Source: an optimization exercise on an open RTL-to-GDS flow (aim: small area, a short achievable clock period and few clock cycles per item). Production flows keep margins and buffers that such runs may drop.
The RTL was checked by simulation tests, not by an equivalence proof against the original design.
Power figures rest on the tool's default switching activity, not on a simulated workload.

File: flow/config.mk
export PLATFORM = sky130hd
export DESIGN_NAME = spkc
export DESIGN_NICKNAME = spkc
export VERILOG_FILES = /design/flow/design.v
export SDC_FILE = /design/flow/constraint.sdc
export NUM_CORES = 4
export LEC_CHECK = 0
export CAP_MARGIN = 20
export CORE_MARGIN = 2
export CORE_UTILIZATION = 40
export PLACE_DENSITY = 0.6
export SLEW_MARGIN = 20
File: flow/constraint.sdc
create_clock -name core_clock -period 8.0 [get_ports {clk}]
set_input_delay 1.6000 -clock core_clock [delete_from_list [all_inputs] [get_ports {clk}]]
set_output_delay 1.6000 -clock core_clock [all_outputs]
set_load 0.01 [all_outputs]
File: flow/design.v
module spkc (
    input  wire        clk,
    input  wire        rst,           
    input  wire        in_valid,
    output wire        in_ready,
    input  wire        in_img,        
    input  wire [39:0] in_cmd,        
    input  wire        in_we,         
    input  wire [15:0] in_addr,       
    input  wire [7:0]  in_wdata,      
    output reg         out_valid,
    output reg  [3:0]  out_status,
    output reg  [63:0] out_value,
    output reg         log_valid,     
    output reg  [31:0] log_info
);
    localparam integer MAX_CAP     = 16;
    localparam [35:0]  HEADER_SIZE = 36'd28;
    localparam [15:0]  SPIKE_TAG   = 16'd12;
    localparam [3:0] S_OK              = 4'd0;
    localparam [3:0] S_E_BOUNDS        = 4'd1;
    localparam [3:0] S_E_INVALID_ARG   = 4'd2;
    localparam [3:0] S_E_INVARIANT     = 4'd3;
    localparam [3:0] S_E_ALLOC_FAIL    = 4'd4;
    localparam [3:0] S_N_TAG_MISMATCH  = 4'd5;
    localparam [3:0] S_N_END           = 4'd6;
    localparam [3:0] S_X_IMG_RANGE     = 4'd7;
    localparam [3:0] S_X_ILLEGAL_CMD   = 4'd8;
    localparam [3:0] S_X_NO_PACKET     = 4'd9;
    localparam [3:0] S_X_NULL_REF      = 4'd10;
    localparam [3:0] S_X_READONLY_REF  = 4'd11;
    localparam [3:0] S_X_ALREADY_ALLOC = 4'd12;
    localparam [3:0] S_X_COUNT_LIMIT   = 4'd13;
    localparam [3:0] S_X_TS_RESERVED   = 4'd14;
    localparam [7:0] OP_GETCORE   = 8'h10, OP_SETCORE   = 8'h11;
    localparam [7:0] OP_GETCHIP   = 8'h12, OP_SETCHIP   = 8'h13;
    localparam [7:0] OP_GETNEURON = 8'h14, OP_SETNEURON = 8'h15;
    localparam [7:0] OP_GETTS     = 8'h16, OP_SETTS     = 8'h17;
    localparam [7:0] OP_ISVALID   = 8'h18;
    localparam [7:0] OP_VALIDATE  = 8'h20, OP_INVALIDATE = 8'h21;
    localparam [7:0] OP_GETTS64   = 8'h30;
    localparam [7:0] OP_ITNEXT    = 8'h48;
    localparam [7:0] OP_GETEVENT  = 8'h50, OP_ALLOC = 8'h51;
    localparam [7:0] OP_FREE      = 8'h52, OP_VIEW  = 8'h53;
    localparam [7:0] OP_RDTYPE    = 8'h60, OP_RDSOURCE  = 8'h61;
    localparam [7:0] OP_RDCAP     = 8'h62, OP_RDEVCNT   = 8'h63;
    localparam [7:0] OP_RDVALCNT  = 8'h64, OP_RDOVF     = 8'h65;
    localparam [7:0] OP_WRTYPE    = 8'h68, OP_WRSOURCE  = 8'h69;
    localparam [7:0] OP_WREVCNT   = 8'h6B, OP_WRVALCNT  = 8'h6C;
    localparam [7:0] OP_WROVF     = 8'h6D;
    localparam [1:0] ST_IDLE  = 2'd0;
    localparam [1:0] ST_CLEAR = 2'd1;    
    localparam [1:0] ST_SCAN  = 2'd2;    
    reg        pkt;
    reg [15:0] hdr_type;
    reg [15:0] hdr_source;
    reg [31:0] hdr_cap;
    reg [31:0] hdr_evcnt;
    reg [31:0] hdr_valcnt;
    reg [31:0] hdr_ovf;
    reg [31:0] rec_data [0:MAX_CAP-1];
    reg [31:0] rec_ts   [0:MAX_CAP-1];
    reg        sel_present;
    reg        sel_w;
    reg [30:0] sel_idx;
    reg        it_active;
    reg        it_rev;
    reg        it_vonly;
    reg        it_mut;
    reg [31:0] it_pos;
    reg [1:0]  state;
    reg [3:0]  clr_idx;
    reg [63:0] alloc_value;    
    assign in_ready = (state == ST_IDLE);
    wire accept = in_valid && in_ready;
    wire [7:0]  op  = in_cmd[39:32];
    wire [31:0] arg = in_cmd[31:0];
    localparam [2:0] G_NONE = 3'd0;    
    localparam [2:0] G_W    = 3'd1;
    localparam [2:0] G_R    = 3'd2;
    localparam [2:0] G_P    = 3'd3;
    localparam [2:0] G_H    = 3'd4;
    localparam [2:0] G_A    = 3'd5;
    localparam [1:0] C_N = 2'd0, C_U = 2'd1, C_S = 2'd2, C_H = 2'd3;
    reg [2:0] gate_kind;
    reg [1:0] op_class;
    always @* begin
        gate_kind = G_NONE;
        op_class  = C_N;
        case (op)
            OP_GETCORE, OP_GETCHIP, OP_GETNEURON, OP_GETTS, OP_ISVALID,
            OP_GETTS64: begin
                gate_kind = G_R; op_class = C_N;
            end
            OP_SETCORE, OP_SETCHIP, OP_SETNEURON: begin
                gate_kind = G_W; op_class = C_U;
            end
            OP_SETTS: begin
                gate_kind = G_W; op_class = C_S;
            end
            OP_VALIDATE, OP_INVALIDATE: begin
                gate_kind = G_W; op_class = C_N;
            end
            8'h40, 8'h41, 8'h42, 8'h43, 8'h44, 8'h45, 8'h46, 8'h47,
            OP_ITNEXT: begin
                gate_kind = G_P; op_class = C_N;
            end
            OP_GETEVENT: begin
                gate_kind = G_P; op_class = C_S;
            end
            OP_ALLOC: begin
                gate_kind = G_A; op_class = C_S;
            end
            OP_FREE, OP_VIEW, OP_RDTYPE, OP_RDSOURCE, OP_RDCAP, OP_RDEVCNT,
            OP_RDVALCNT, OP_RDOVF: begin
                gate_kind = G_H; op_class = C_N;
            end
            OP_WRTYPE, OP_WRSOURCE: begin
                gate_kind = G_H; op_class = C_H;
            end
            OP_WREVCNT, OP_WRVALCNT, OP_WROVF: begin
                gate_kind = G_H; op_class = C_U;
            end
            default: begin
                gate_kind = G_NONE; op_class = C_N;
            end
        endcase
    end
    wire arg_ok = (op_class == C_N) ? (arg == 32'd0) :
                  (op_class == C_H) ? (arg[31:16] == 16'd0) : 1'b1;
    wire legal  = (gate_kind != G_NONE) && arg_ok;
    wire tag_ok = (hdr_type == SPIKE_TAG);
    reg [3:0] gate_status;
    always @* begin
        if (!legal)
            gate_status = S_X_ILLEGAL_CMD;
        else if (gate_kind == G_A)
            gate_status = pkt ? S_X_ALREADY_ALLOC : S_OK;
        else if (!pkt)
            gate_status = S_X_NO_PACKET;
        else if (gate_kind == G_H)
            gate_status = S_OK;
        else if (!tag_ok)
            gate_status = S_N_TAG_MISMATCH;
        else if (gate_kind == G_P)
            gate_status = S_OK;
        else if (!sel_present)
            gate_status = S_X_NULL_REF;
        else if (gate_kind == G_W && !sel_w)
            gate_status = S_X_READONLY_REF;
        else
            gate_status = S_OK;
    end
    wire [3:0]  cur      = sel_idx[3:0];
    wire [31:0] cur_data = rec_data[cur];
    wire [31:0] cur_ts   = rec_ts[cur];
    wire        alloc_bad  = arg[31] || (arg > MAX_CAP) ||
                             (({4'd0, arg} << 3) + HEADER_SIZE > 36'hFFFFFFFF);
    wire [63:0] alloc_size = {29'd0, arg, 3'd0} + {28'd0, HEADER_SIZE};
    wire [34:0] img_limit  = {hdr_cap, 3'b000};
    wire        img_in_rng = ({19'd0, in_addr} < img_limit);
    wire [3:0]  img_slot   = in_addr[6:3];
    wire [2:0]  img_byte   = in_addr[2:0];
    wire [63:0] img_word   = {rec_ts[img_slot], rec_data[img_slot]};
    wire [7:0]  img_rbyte  = img_word[img_byte*8 +: 8];
    wire [31:0] scan_p     = it_pos;
    wire        scan_fwd_end = !it_rev && ($signed({1'b0, hdr_evcnt}) <= $signed({scan_p[31], scan_p}));
    wire        scan_rev_end =  it_rev && scan_p[31];
    wire        scan_oob     = (scan_p >= hdr_cap);
    wire [31:0] scan_next    = it_rev ? (scan_p - 32'd1) : (scan_p + 32'd1);
    wire        scan_skip    = it_vonly && !rec_data[scan_p[3:0]][0];
    always @(posedge clk) begin
        if (rst) begin
            state       <= ST_IDLE;
            pkt         <= 1'b0;
            sel_present <= 1'b0;
            it_active   <= 1'b0;
            out_valid   <= 1'b0;
            log_valid   <= 1'b0;
        end else begin
            out_valid <= 1'b0;
            log_valid <= 1'b0;
            case (state)
            ST_IDLE: if (accept) begin
                out_valid  <= 1'b1;
                out_status <= S_OK;
                out_value  <= 64'd0;
                log_info   <= 32'd0;
                if (in_img) begin
                    if (!pkt) begin
                        out_status <= S_X_NO_PACKET;
                    end else if (!img_in_rng) begin
                        out_status <= S_X_IMG_RANGE;
                    end else if (in_we) begin
                        if (img_byte[2])
                            rec_ts[img_slot][img_byte[1:0]*8 +: 8] <= in_wdata;
                        else
                            rec_data[img_slot][img_byte[1:0]*8 +: 8] <= in_wdata;
                    end else begin
                        out_value <= {56'd0, img_rbyte};
                    end
                end else if (gate_status != S_OK) begin
                    out_status <= gate_status;
                end else begin
                    case (op)
                    OP_GETCORE:   out_value <= {59'd0, cur_data[5:1]};
                    OP_GETCHIP:   out_value <= {58'd0, cur_data[11:6]};
                    OP_GETNEURON: out_value <= {44'd0, cur_data[31:12]};
                    OP_ISVALID:   out_value <= {63'd0, cur_data[0]};
                    OP_GETTS:     out_value <= {{32{cur_ts[31]}}, cur_ts};
                    OP_SETCORE:   rec_data[cur][5:1]   <= arg[4:0];
                    OP_SETCHIP:   rec_data[cur][11:6]  <= arg[5:0];
                    OP_SETNEURON: rec_data[cur][31:12] <= arg[19:0];
                    OP_SETTS: begin
                        if (arg[31]) begin
                            out_status <= S_E_INVALID_ARG;
                            log_valid  <= 1'b1;
                            log_info   <= arg;
                        end else begin
                            rec_ts[cur] <= arg;
                        end
                    end
                    OP_VALIDATE: begin
                        if (cur_data[0]) begin
                            out_status <= S_E_INVARIANT;
                            log_valid  <= 1'b1;
                            log_info   <= {1'b0, sel_idx};
                        end else if (hdr_evcnt >= hdr_cap) begin
                            out_status <= S_X_COUNT_LIMIT;
                        end else begin
                            rec_data[cur][0] <= 1'b1;
                            hdr_evcnt        <= hdr_evcnt + 32'd1;
                            hdr_valcnt       <= hdr_valcnt + 32'd1;
                        end
                    end
                    OP_INVALIDATE: begin
                        if (!cur_data[0]) begin
                            out_status <= S_E_INVARIANT;
                            log_valid  <= 1'b1;
                            log_info   <= {1'b0, sel_idx};
                        end else if (hdr_valcnt == 32'd0) begin
                            out_status <= S_X_COUNT_LIMIT;
                        end else begin
                            rec_data[cur][0] <= 1'b0;
                            hdr_valcnt       <= hdr_valcnt - 32'd1;
                        end
                    end
                    OP_GETTS64: begin
                        if (cur_ts[31])
                            out_status <= S_X_TS_RESERVED;
                        else
                            out_value <= {1'b0, hdr_ovf, cur_ts[30:0]};
                    end
                    8'h40, 8'h41, 8'h42, 8'h43, 8'h44, 8'h45, 8'h46, 8'h47: begin
                        it_active <= 1'b1;
                        it_mut    <= op[2];
                        it_rev    <= op[1];
                        it_vonly  <= op[0];
                        it_pos    <= op[1] ? (hdr_evcnt - 32'd1) : 32'd0;
                    end
                    OP_ITNEXT: begin
                        if (!it_active) begin
                            out_status <= S_N_END;
                        end else begin
                            out_valid <= 1'b0;
                            state     <= ST_SCAN;
                        end
                    end
                    OP_GETEVENT: begin
                        if (arg[31] || arg >= hdr_cap) begin
                            sel_present <= 1'b0;
                            out_status  <= S_E_BOUNDS;
                            log_valid   <= 1'b1;
                            log_info    <= arg;
                        end else begin
                            sel_present <= 1'b1;
                            sel_w       <= 1'b1;
                            sel_idx     <= arg[30:0];
                            out_value   <= {32'd0, arg};
                        end
                    end
                    OP_ALLOC: begin
                        if (alloc_bad) begin
                            out_status <= S_E_ALLOC_FAIL;
                            log_valid  <= 1'b1;
                            log_info   <= arg;
                        end else begin
                            pkt         <= 1'b1;
                            hdr_type    <= SPIKE_TAG;
                            hdr_source  <= 16'd0;
                            hdr_cap     <= arg;
                            hdr_evcnt   <= 32'd0;
                            hdr_valcnt  <= 32'd0;
                            hdr_ovf     <= 32'd0;
                            sel_present <= 1'b0;
                            it_active   <= 1'b0;
                            out_value   <= alloc_size;
                            if (arg != 32'd0) begin
                                out_valid   <= 1'b0;
                                alloc_value <= alloc_size;
                                clr_idx     <= 4'd0;
                                state       <= ST_CLEAR;
                            end
                        end
                    end
                    OP_FREE: begin
                        pkt         <= 1'b0;
                        sel_present <= 1'b0;
                        it_active   <= 1'b0;
                    end
                    OP_VIEW: begin
                        if (!tag_ok)
                            out_status <= S_N_TAG_MISMATCH;
                    end
                    OP_RDTYPE:   out_value <= {48'd0, hdr_type};
                    OP_RDSOURCE: out_value <= {48'd0, hdr_source};
                    OP_RDCAP:    out_value <= {32'd0, hdr_cap};
                    OP_RDEVCNT:  out_value <= {32'd0, hdr_evcnt};
                    OP_RDVALCNT: out_value <= {32'd0, hdr_valcnt};
                    OP_RDOVF:    out_value <= {32'd0, hdr_ovf};
                    OP_WRTYPE:   hdr_type   <= arg[15:0];
                    OP_WRSOURCE: hdr_source <= arg[15:0];
                    OP_WREVCNT: begin
                        if (arg < hdr_valcnt || arg > hdr_cap)
                            out_status <= S_X_COUNT_LIMIT;
                        else
                            hdr_evcnt <= arg;
                    end
                    OP_WRVALCNT: begin
                        if (arg > hdr_evcnt)
                            out_status <= S_X_COUNT_LIMIT;
                        else
                            hdr_valcnt <= arg;
                    end
                    OP_WROVF:    hdr_ovf <= arg;
                    default: ;
                    endcase
                end
            end
            ST_CLEAR: begin
                rec_data[clr_idx] <= 32'd0;
                rec_ts[clr_idx]   <= 32'd0;
                clr_idx           <= clr_idx + 4'd1;
                if ({28'd0, clr_idx} == hdr_cap - 32'd1) begin
                    state      <= ST_IDLE;
                    out_valid  <= 1'b1;
                    out_status <= S_OK;
                    out_value  <= alloc_value;
                    log_info   <= 32'd0;
                end
            end
            ST_SCAN: begin
                if (scan_fwd_end || scan_rev_end) begin
                    it_active  <= 1'b0;
                    state      <= ST_IDLE;
                    out_valid  <= 1'b1;
                    out_status <= S_N_END;
                    out_value  <= 64'd0;
                end else if (scan_oob) begin
                    it_active  <= 1'b0;
                    state      <= ST_IDLE;
                    out_valid  <= 1'b1;
                    out_status <= S_E_BOUNDS;
                    out_value  <= 64'd0;
                    log_valid  <= 1'b1;
                    log_info   <= scan_p;
                end else begin
                    it_pos <= scan_next;
                    if (!scan_skip) begin
                        sel_present <= 1'b1;
                        sel_w       <= it_mut;
                        sel_idx     <= scan_p[30:0];
                        state       <= ST_IDLE;
                        out_valid   <= 1'b1;
                        out_status  <= S_OK;
                        out_value   <= {32'd0, scan_p};
                    end
                end
            end
            default: state <= ST_IDLE;
            endcase
        end
    end
endmodule
File: flow/run.sh
#!/bin/bash
# synth_recipe.tcl (not shown) runs the flow's synth.tcl, then flattens the netlist and writes it again
# the make line also repeats each setting of config.mk as NAME=value (left out here)
make -C /OpenROAD-flow-scripts/flow DESIGN_CONFIG=/design/flow/config.mk WORK_HOME=/design/flow/orfs CLKGATE_MAP_FILE= SYNTH_SCRIPT=/design/flow/synth_recipe.tcl finish
==> impl_metrics.env <==
export IMPL_ir_worst_vdd_mv=0.2357
export IMPL_max_freq_ghz=0.1491
export IMPL_cap_violations=0
export IMPL_synth_largest_area_cell="edfxtp_1"
export IMPL_die_w_um=441.9
export IMPL_multiInputGateArea_sq_um=32840
export IMPL_layout_common_cells="1,388 x edfxtp_1, 660 x mux4_2, 415 x nand2_1"
export IMPL_routed_via_density=6.514
export IMPL_nets=5845
export IMPL_drv_slew=0
export IMPL_synth_cell_type_count=100
export IMPL_vias=53050
export IMPL_core_sq_um=190400
export IMPL_cts_sinks=1403
export IMPL_regArea_sq_um=42000
export IMPL_grt_max_degree=117
export IMPL_rows=160
export IMPL_grt_pass1_wl_um=386700
export IMPL_cts_made_buffers=154
export IMPL_r2r_start="hdr_evcnt[0]$_DFFE_PP_"
export IMPL_finalWeightedCongestion=0.9605
export IMPL_ys_seq_elements=1403
export IMPL_synth_top_area_frac=0.5434
export IMPL_finalSetupTns_ns=0
export IMPL_dieHeight_um=441.9
export IMPL_arrival_ns=7.35
export IMPL_layout_commonest_cell="edfxtp_1"
export IMPL_cts_tree="built"
export IMPL_dp_hpwl_um=198200
export IMPL_syn_inst=5275
export IMPL_p_leak_nw=28.41
export IMPL_port_buffers=171
export IMPL_overflow=0
export IMPL_required_ns=8.65
export IMPL_drc=0
export IMPL_htreeDepth=4
export IMPL_rsz0062_at_grt="no"
export IMPL_hold_class="flop to flop"
export IMPL_cts_clk_slew_worst_paths_ns=0.06
export IMPL_worstReg2RegEnd="rec_data[0][3]$_DFFE_PP_"
export IMPL_ctsResizeCount=0
export IMPL_fin_crit_sh=0.8386
export IMPL_ys_flop_type="edfxtp_1"
export IMPL_synth_area_sq_um=76700
export IMPL_worst_skew_pair_late_latency_ns=0.84
export IMPL_nFillCells=16490
export IMPL_status="finished clean"
export IMPL_worst_clock_skew_ns=0.06344
export IMPL_power_total_mw=16.37
export IMPL_antenna_found_initial=18
export IMPL_post_cts_buffers=0
export IMPL_grt_util_all_layers=0.2755
export IMPL_first_iter_violations=8137
export IMPL_ctsLongestPathBuffers=3
export IMPL_reg2reg_slack_ns=2.20
export IMPL_whs_endpoint="state[1]$_SDFFE_PP0P_"
export IMPL_drive_above_1_share=0.2333
export IMPL_critPathCaptureType="flop"
export IMPL_io_pins=172
export IMPL_cp_max_fo=30
export IMPL_power_density_nw_per_um2=186.6
export IMPL_startpoint_type="input pin"
export IMPL_synth_area_per_cell_sq_um=14.54
export IMPL_maxSlewHeadroom=0.1707
export IMPL_grt_pass1_vias=51530
export IMPL_yosys_warnings=1
export IMPL_drtPass1Iterations=10
export IMPL_routedWlPerCell_um=33.54
export IMPL_drt_total_wl_um=273200
export IMPL_async_flop_share=0
export IMPL_tightest_slew_ns=1.236
export IMPL_ant_nets=0
export IMPL_dieArea_sq_um=195300
export IMPL_placed_cell_area_sq_um=82460
export IMPL_cts_root_buf="clkbuf_16"
export IMPL_synth_edf_count=1388
export IMPL_setup_viol=0
export IMPL_synth_fp_nets=5620
export IMPL_path_class="input pin to flop"
export IMPL_fin_crit_ns=6.709
export IMPL_hold_viol_final=0
export IMPL_crit_path_start="in_cmd[34]"
export IMPL_hold_depth=2
export IMPL_ys_seq_area_frac=0.5473
export IMPL_syn2layout_area_growth_pct=14.38
export IMPL_min_from="state[1]$_SDFFE_PP0P_"
export IMPL_start_util=0.4029
export IMPL_fin_area_sq_um=87730
export IMPL_ys_top_cells_by_area="edfxtp_1 54%, mux4_2 19%, ha_1 4.5%, nand2_1 2.0%, a21oi_1 1.6%"
export IMPL_hold_buffers=0
export IMPL_ff2ff_path_depth=15
==> power breakdown <==
group	internal [mW]	switching, mW	total (mW)
registers	8.05	0.00653	8.06
clock network	4.26	3.14	7.41
logic	0.341	0.568	0.909
==> per-layer routing <==
layer  GRT usage  part of all wire
met1      0.3613              0.38
met3     0.06622              0.11
met2      0.4293              0.46
met5           0           0.00060
met4      0.1373             0.057
==> worst max-delay path, stage by stage <==
cell	delay [ns]
clkdlybuf4s50_1	0.40
buf_4	0.21
or3_1	0.49
nor4_1	0.37
buf_4	0.19
nand2_1	0.13
inv_1	0.19
buf_4	0.38
ha_1	0.34
a21o_1	0.21
a2111oi_0	0.39
nor2_1	0.14
a21o_1	0.23
a2111o_1	0.47
a211oi_1	0.51
o21ai_0	0.35
o31a_1	0.41
xnor2_1	0.14
o31ai_1	0.20
==> metrics by stage <==
step / std cells / setup slack [ns] / utilization / hold WS (ns)
2_1_floorplan: 5275 / 0.5149 / - / 0.4773
3_3_place_gp: 7854 / 0.3024 / 0.4331 / 0.4955
3_5_place_dp: 7855 / 0.5937 / 0.4331 / 0.5194
4_1_cts: 8140 / 1.470 / 0.4607 / 0.5288
5_1_grt: 8141 / 0.9695 / 0.4608 / 0.5570
6_report: 8145 / 1.291 / 0.4608 / 0.5239
==> flip-flops by register name, indices dropped and copies added (netlist names), 2 cells and up, named ones only <==
| name | flops |
|---|---|
| rec_data | 512 |
| rec_ts | 512 |
| out_value | 64 |
| alloc_value | 33 |
| hdr_cap | 32 |
| hdr_evcnt | 32 |
| hdr_ovf | 32 |
| hdr_valcnt | 32 |
| it_pos | 32 |
| log_info | 32 |
| sel_idx | 31 |
| hdr_source | 16 |
| hdr_type | 16 |
| clr_idx | 4 |
| out_status | 4 |
| state | 2 |
==> kinds of logic (layout without fill, tap and decap cells) <==
logic type                 Yosys count  count (layout)  share of synthesized area
DFF                               1403            1403                     0.5473
and+or+nand+nor                   1325            1325                    0.08494
AOI/OAI and AO/OA                  884             884                    0.07806
muxes                              704             704                     0.2001
buffers and inverters              534             888                    0.02728
adders and majority gates          276             276                    0.04522
xor gates and xnor gates           149             149                    0.01701
other                                0               5                          0
==> how the worst max path moves through the flow <==
stage | slack, ns | end | cells past startpoint
final | 1.29 | hdr_valcnt[29]$_DFFE_PP_ | 19
after global routing | 0.97 | hdr_valcnt[29]$_DFFE_PP_ | 19
after CTS | 1.47 | hdr_valcnt[29]$_DFFE_PP_ | 19
after detailed placement | 0.59 | hdr_valcnt[29]$_DFFE_PP_ | 19
after global placement | 0.30 | hdr_valcnt[27]$_DFFE_PP_ | 19
after floorplan | 0.51 | out_status[0]$_DFFE_PP_ | 9
==> synthesized netlist by cell type, drive strengths merged (30+ instances only) <==
cell    number
o31ai       30
and2        54
mux4       660
nor4        36
nand2b      38
a221oi      40
clkbuf     270
and3        36
buf         96
a221o       32
nand2      418
o21ai      152
a21o        87
nand4       74
nand3      138
nor2       282
xor2        42
edfxtp    1388
a22oi       52
inv        166
a21oi      250
mux2        37
ha         274
xnor2      107
nor3       144
a222oi      30
==> final cells by class <==
type | instances | area share
Multi-Input combinational cell | 3338 | 0.3743
Sequential cell | 1403 | 0.4787
Clock inverter | 109 | 0.01440
Tap cell | 2511 | 0.03581
Inverter | 168 | 0.007188
Clock buffer | 176 | 0.04535
Timing Repair Buffer | 435 | 0.04414
Antenna cell | 5 | 0.0001426
Testbench counts, summed over its fixed seeds: cycles 40,850, items 31,861.

[what the ideal ports hide]
No port has a modelled driver above. Below, the same layout with a new extraction and two added sets of constraints.
Step 1 assumes that a clkbuf_16 drives the clock port and a buf_2 every other input.
Step 2 times the ports against the registers' clock, not the clock port: input delays grow and output delays shrink by t, the midpoint of the rising clock arrivals with the driver on.
a / b / c = ideal ports / drivers / drivers and shift; a / b = the first two.
t, ns: 0.893
setup WS [ns]: 1.291 / 1.347 / 0.454
worst setup path after step 2: input to register
worst data-port slew with drivers (ns): 0.18
After both steps setup and hold are still met in this run. The setup slack of this run moves by +0.056 ns with the drivers and by -0.837 ns with both steps.
